What follows belongs to an exercise in optimizing a design on an open flow for small area, a short achievable clock period and few clock cycles per item; a production flow would make more cautious choices.
The RTL was checked by simulation tests, not by an equivalence proof against the original design.
No driver is modelled on the clock port, so clock power and skew are understated where the tree is cut down; a real chip needs a root buffer or a tree.
Power and IR drop assume default switching activity.

## p286_tmds_ser
module p286_tmds_ser (
    input  wire        clk,
    input  wire        rst,         
    input  wire        in_valid,
    output wire        in_ready,
    input  wire        in_ctl,      
    input  wire        in_hsync,    
    input  wire        in_vsync,    
    input  wire [23:0] in_rgb,      
    output wire        out_valid,
    output wire [5:0]  out_unit
);
    reg  [4:0] j_q;         
    reg        h_q;         
    reg        act_q;       
    reg        rdy_q;       
    reg        act1_q;      
    reg        ov_q;        
    reg        pix_q;       
    reg        m0_q;        
    reg        m9_q;        
    reg  [9:0] ring_q [0:2];
    reg  [2:0] inv_q;
    reg  [2:0] o_q;
    wire i0   = !j_q[4] && !j_q[0];
        wire i9   =  j_q[4] && !j_q[3];
    wire i89  =  j_q[4] && !j_q[2];
    wire k354 = (j_q[2] && !j_q[3]) || (j_q[4] && j_q[0]) || (j_q[2] && !j_q[1]) || i9 || i0;
    wire t0     = !h_q && i0;
    wire t19    =  h_q && i9;
    wire pass1  = !h_q ? !i0 : i0;              
    wire mid    = pix_q && !h_q && !i0 && !i9;  
    wire accept = in_valid && rdy_q;
    wire idle_n = !accept && rdy_q;                
    always @(posedge clk) begin
        if (rst || idle_n) begin
            j_q <= 5'b10000;
            h_q <= 1'b1;
        end else begin
            j_q <= {j_q[3:0], !j_q[4]};
            h_q <= h_q ^ i9;
        end
        if (rst) begin
            act_q  <= 1'b0;
            rdy_q  <= 1'b1;
            act1_q <= 1'b0;
            ov_q   <= 1'b0;
        end else begin
            act_q  <= accept || (act_q && !t19);
            rdy_q  <= !accept && (!act_q || (h_q && i89));
            act1_q <= act_q;
  ...
Size in the first run: roughly 270 cells after synthesis, about 2000 µm² of cells after synthesis.
==> flow/config.mk <==
export PLATFORM = sky130hd
export DESIGN_NAME = p286_tmds_ser
export DESIGN_NICKNAME = p286_tmds_ser
export VERILOG_FILES = /design/flow/design.v
export SDC_FILE = /design/flow/constraint.sdc
export NUM_CORES = 4
export LEC_CHECK = 0
export ABC_AREA = 1
export ABC_CLOCK_PERIOD_IN_PS = 1200
export CAP_MARGIN = 20
export CORE_MARGIN = 2
export CORE_UTILIZATION = 40
export SETUP_SLACK_MARGIN = 3.2
export SLEW_MARGIN = 20
==> flow/constraint.sdc <==
create_clock -name core_clock -period 5.0 [get_ports {clk}]
set_input_delay 1.0000 -clock core_clock [delete_from_list [all_inputs] [get_ports {clk}]]
set_output_delay 1.0000 -clock core_clock [all_outputs]
set_load 0.01 [all_outputs]
standard.sh (not shown) runs the stock make flow with config.mk's settings and CLKGATE_MAP_FILE= SYNTH_SCRIPT=/design/flow/synth_recipe.tcl, a recipe that flattens the netlist after the stock synthesis.
==> flow/flow/run.sh <==
#!/bin/bash
export BUFFER_PORTS_ARGS="-buffer_cell sky130_fd_sc_hd__buf_1"
export CTS_ARGS="-sink_clustering_enable -repair_clock_nets -root_buf sky130_fd_sc_hd__clkbuf_8 -buf_list sky130_fd_sc_hd__clkbuf_8 -dont_use_dummy_load"
export POST_CTS_TCL="$PWD/flow/drop_root.tcl"
bash standard.sh > standard.log 2>&1
==> flow/flow/drop_root.tcl <==
set block [ord::get_db_block]
set port_net [$block findNet clk]
set root ""
set nroot 0
foreach it [$port_net getITerms] { set root [$it getInst]; incr nroot }
if {$nroot != 1} { puts "drop_root: clock port drives $nroot pins, tree kept"; return }
set root_out ""
foreach it [$root getITerms] {
  if {[[$it getMTerm] getIoType] eq "OUTPUT"} { set root_out [$it getNet] }
}
set loads {}
set ok 1
foreach it [$root_out getITerms] {
  if {[$it getInst] eq $root} continue
  if {![string match "sky130_fd_sc_hd__clkbuf_*" [[[$it getInst] getMaster] getName]]} { set ok 0 }
  lappend loads $it
}
if {!$ok || [llength $loads] > 4} { puts "drop_root: root drives [llength $loads] pins, tree kept"; return }
puts "drop_root: removing [$root getName], port drives [llength $loads] buffers"
foreach it $loads { $it disconnect; $it connect $port_net }
foreach it [$root getITerms] { $it disconnect }
odb::dbInst_destroy $root
odb::dbNet_destroy $root_out
estimate_parasitics -placement
report_checks -path_delay max -format end
The baseline completed without violations.
Testbench counts at the start, summed over its fixed seeds: cycles 48,024, items 2,400.
Then changed:
--- a/flow/flow/run.sh
+++ b/flow/flow/run.sh
@@ -1,2 +1,6 @@
 #!/bin/bash
+set -e
+rm -rf myscripts
+cp -r "$FLOW_HOME/scripts" myscripts
+cp flow/abc_area.script myscripts/abc_area.script
 export BUFFER_PORTS_ARGS="-buffer_cell sky130_fd_sc_hd__buf_1"
@@ -4,2 +8,3 @@
 export POST_CTS_TCL="$PWD/flow/drop_root.tcl"
+SCRIPTS_DIR="$PWD/myscripts" bash standard.sh synth > synth.log 2>&1
 bash standard.sh > standard.log 2>&1
==> flow/flow/abc_area.script (new file) <==
strash
balance
rewrite
refactor
balance
rewrite
rewrite -z
balance
refactor -z
rewrite -z
balance
dch -f
map -a
topo
--- a/flow/config.mk
+++ b/flow/config.mk
@@ -8,3 +8,2 @@
 export ABC_AREA = 1
-export ABC_CLOCK_PERIOD_IN_PS = 1200
 export CAP_MARGIN = 20
The changed run passed the timing, design-rule and antenna checks.
Area after synthesis fell by about 4.4%.
Core utilization rose by 1.7 points.
Cell count is lower by about 9%.
Worst hold slack barely changes.
Global-route usage rose by 0.76 points.
Register-to-register slack gets worse by 200 ps.
Count of clock-buffer cells in the layout stays the same.
Sequential power barely changes.
Sequential cell count does not change.
Then changed:
==> flow/flow/run.sh (replaced) <==
#!/bin/bash
export BUFFER_PORTS_ARGS="-buffer_cell sky130_fd_sc_hd__buf_1"
export CTS_ARGS="-sink_clustering_enable -repair_clock_nets -root_buf sky130_fd_sc_hd__clkbuf_8 -buf_list sky130_fd_sc_hd__clkbuf_8 -dont_use_dummy_load"
export POST_CTS_TCL="$PWD/flow/drop_root.tcl"
bash standard.sh > standard.log 2>&1
--- a/flow/config.mk
+++ b/flow/config.mk
@@ -11,3 +11,3 @@
 export CORE_UTILIZATION = 40
-export SETUP_SLACK_MARGIN = 3.2
+export SETUP_SLACK_MARGIN = 3.45
 export SLEW_MARGIN = 20
removed: flow/flow/abc_area.script
The changed run passed the timing, design-rule and antenna checks.
Global-route usage fell by 0.79 points.
Cell area rose by 1.3%.
Synthesized area rose by 4.7%.
Register-to-register slack improves by 310 ps.
Core utilization fell by 0.66 points.
Power rose by 1.1%.

v6:
Starting RTL as in the previous note.
Design p286_tmds_ser, start of the top module:
module p286_tmds_ser (
    input  wire        clk,
    input  wire        rst,         
    input  wire        in_valid,
    output wire        in_ready,
    input  wire        in_ctl,      
    input  wire        in_hsync,    
    input  wire        in_vsync,    
    input  wire [23:0] in_rgb,      
    output wire        out_valid,
    output wire [5:0]  out_unit
);
==> flow/config.mk <==
export PLATFORM = sky130hd
export DESIGN_NAME = p286_tmds_ser
export DESIGN_NICKNAME = p286_tmds_ser
export VERILOG_FILES = /design/flow/design.v
export SDC_FILE = /design/flow/constraint.sdc
export NUM_CORES = 4
export LEC_CHECK = 0
export ABC_AREA = 1
export CAP_MARGIN = 20
export CORE_MARGIN = 2
export CORE_UTILIZATION = 40
export SETUP_SLACK_MARGIN = 3.2
export SLEW_MARGIN = 20
==> flow/constraint.sdc <==
create_clock -name core_clock -period 5.0 [get_ports {clk}]
set_input_delay 1.0000 -clock core_clock [delete_from_list [all_inputs] [get_ports {clk}]]
set_output_delay 1.0000 -clock core_clock [all_outputs]
set_load 0.01 [all_outputs]
==> flow/flow/run.sh <==
#!/bin/bash
set -e
rm -rf myscripts
cp -r "$FLOW_HOME/scripts" myscripts
cp flow/abc_area.script myscripts/abc_area.script
export BUFFER_PORTS_ARGS="-buffer_cell sky130_fd_sc_hd__buf_1"
export CTS_ARGS="-sink_clustering_enable -repair_clock_nets -root_buf sky130_fd_sc_hd__clkbuf_8 -buf_list sky130_fd_sc_hd__clkbuf_8 -dont_use_dummy_load"
export POST_CTS_TCL="$PWD/flow/drop_root.tcl"
SCRIPTS_DIR="$PWD/myscripts" bash standard.sh synth > synth.log 2>&1
bash standard.sh > standard.log 2>&1
==> flow/flow/abc_area.script <==
strash
balance
rewrite
refactor
balance
rewrite
rewrite -z
balance
refactor -z
rewrite -z
balance
dch
map -B 0.9
topo
stime -c
buffer -c
upsize -c
dnsize -c
Scripts as last shown in full above: flow/flow/drop_root.tcl
Testbench counts of v6, summed over its fixed seeds: cycles 48,024, items 2,400.
[inputs] v7 vs v6
==> flow/flow/run.sh <==
#!/bin/bash
export BUFFER_PORTS_ARGS="-buffer_cell sky130_fd_sc_hd__buf_1"
export CTS_ARGS="-sink_clustering_enable -repair_clock_nets -root_buf sky130_fd_sc_hd__clkbuf_8 -buf_list sky130_fd_sc_hd__clkbuf_8 -dont_use_dummy_load"
export POST_CTS_TCL="$PWD/flow/drop_root.tcl"
bash standard.sh > standard.log 2>&1
removed: flow/flow/abc_area.script
On number of signal-net buffers in the layout: between v7 and v6, it ends up higher for v6.
Measured against each other, v7 and v6 differ in average wire length per cell after detail routing, the lower figure coming from v7.
The fmax of v7 exceeds that of v6 by about 4%.
v7 vs. v6: clock input transition at the sequential cells of the worst setup and hold paths shows no meaningful change, met1 usage climbed 1.9 points, final area moved down.
v7 vs v6: transition time of the tightest slew-check pin down in v7
The final total power of v7 falls short of that of v6 by 0.85%.

afterwards: timing with drivers on the ports:
How much do the figures lean on ideal ports? The routed layouts below were timed once more, with nothing changed but the port constraints. Step 1, drivers: a clkbuf_16 drives clk and a buf_2 each remaining input, both assumed. Step 2 times the ports against the registers' clock, not the clock port: input delays grow and output delays shrink by t, the midpoint of the rising clock arrivals with the driver on. Slacks: ideal / step 1 / step 2; pairs: ideal / step 1.
run | t (ns) | setup slack, ns | clock arrival spread, ns | slew at the worst register clock pin (ns) | cell pins on the clock port's net
the first run of note 1 | 0.188 | 3.373 / 3.323 / 3.322 | 0.004 / 0.004 | 0.08 / 0.08 | 4
the second run of note 1 | 0.188 | 3.270 / 3.296 / 3.113 | 0.011 / 0.011 | 0.08 / 0.08 | 4
the third run of note 1 | 0.189 | 3.385 / 3.334 / 3.354 | 0.004 / 0.004 | 0.08 / 0.08 | 4
v6 | 0.191 | 3.308 / 3.313 / 3.151 | 0.009 / 0.009 | 0.08 / 0.08 | 4
v7 | 0.188 | 3.373 / 3.323 / 3.322 | 0.004 / 0.004 | 0.08 / 0.08 | 4
After both steps setup and hold are still met in every run listed.
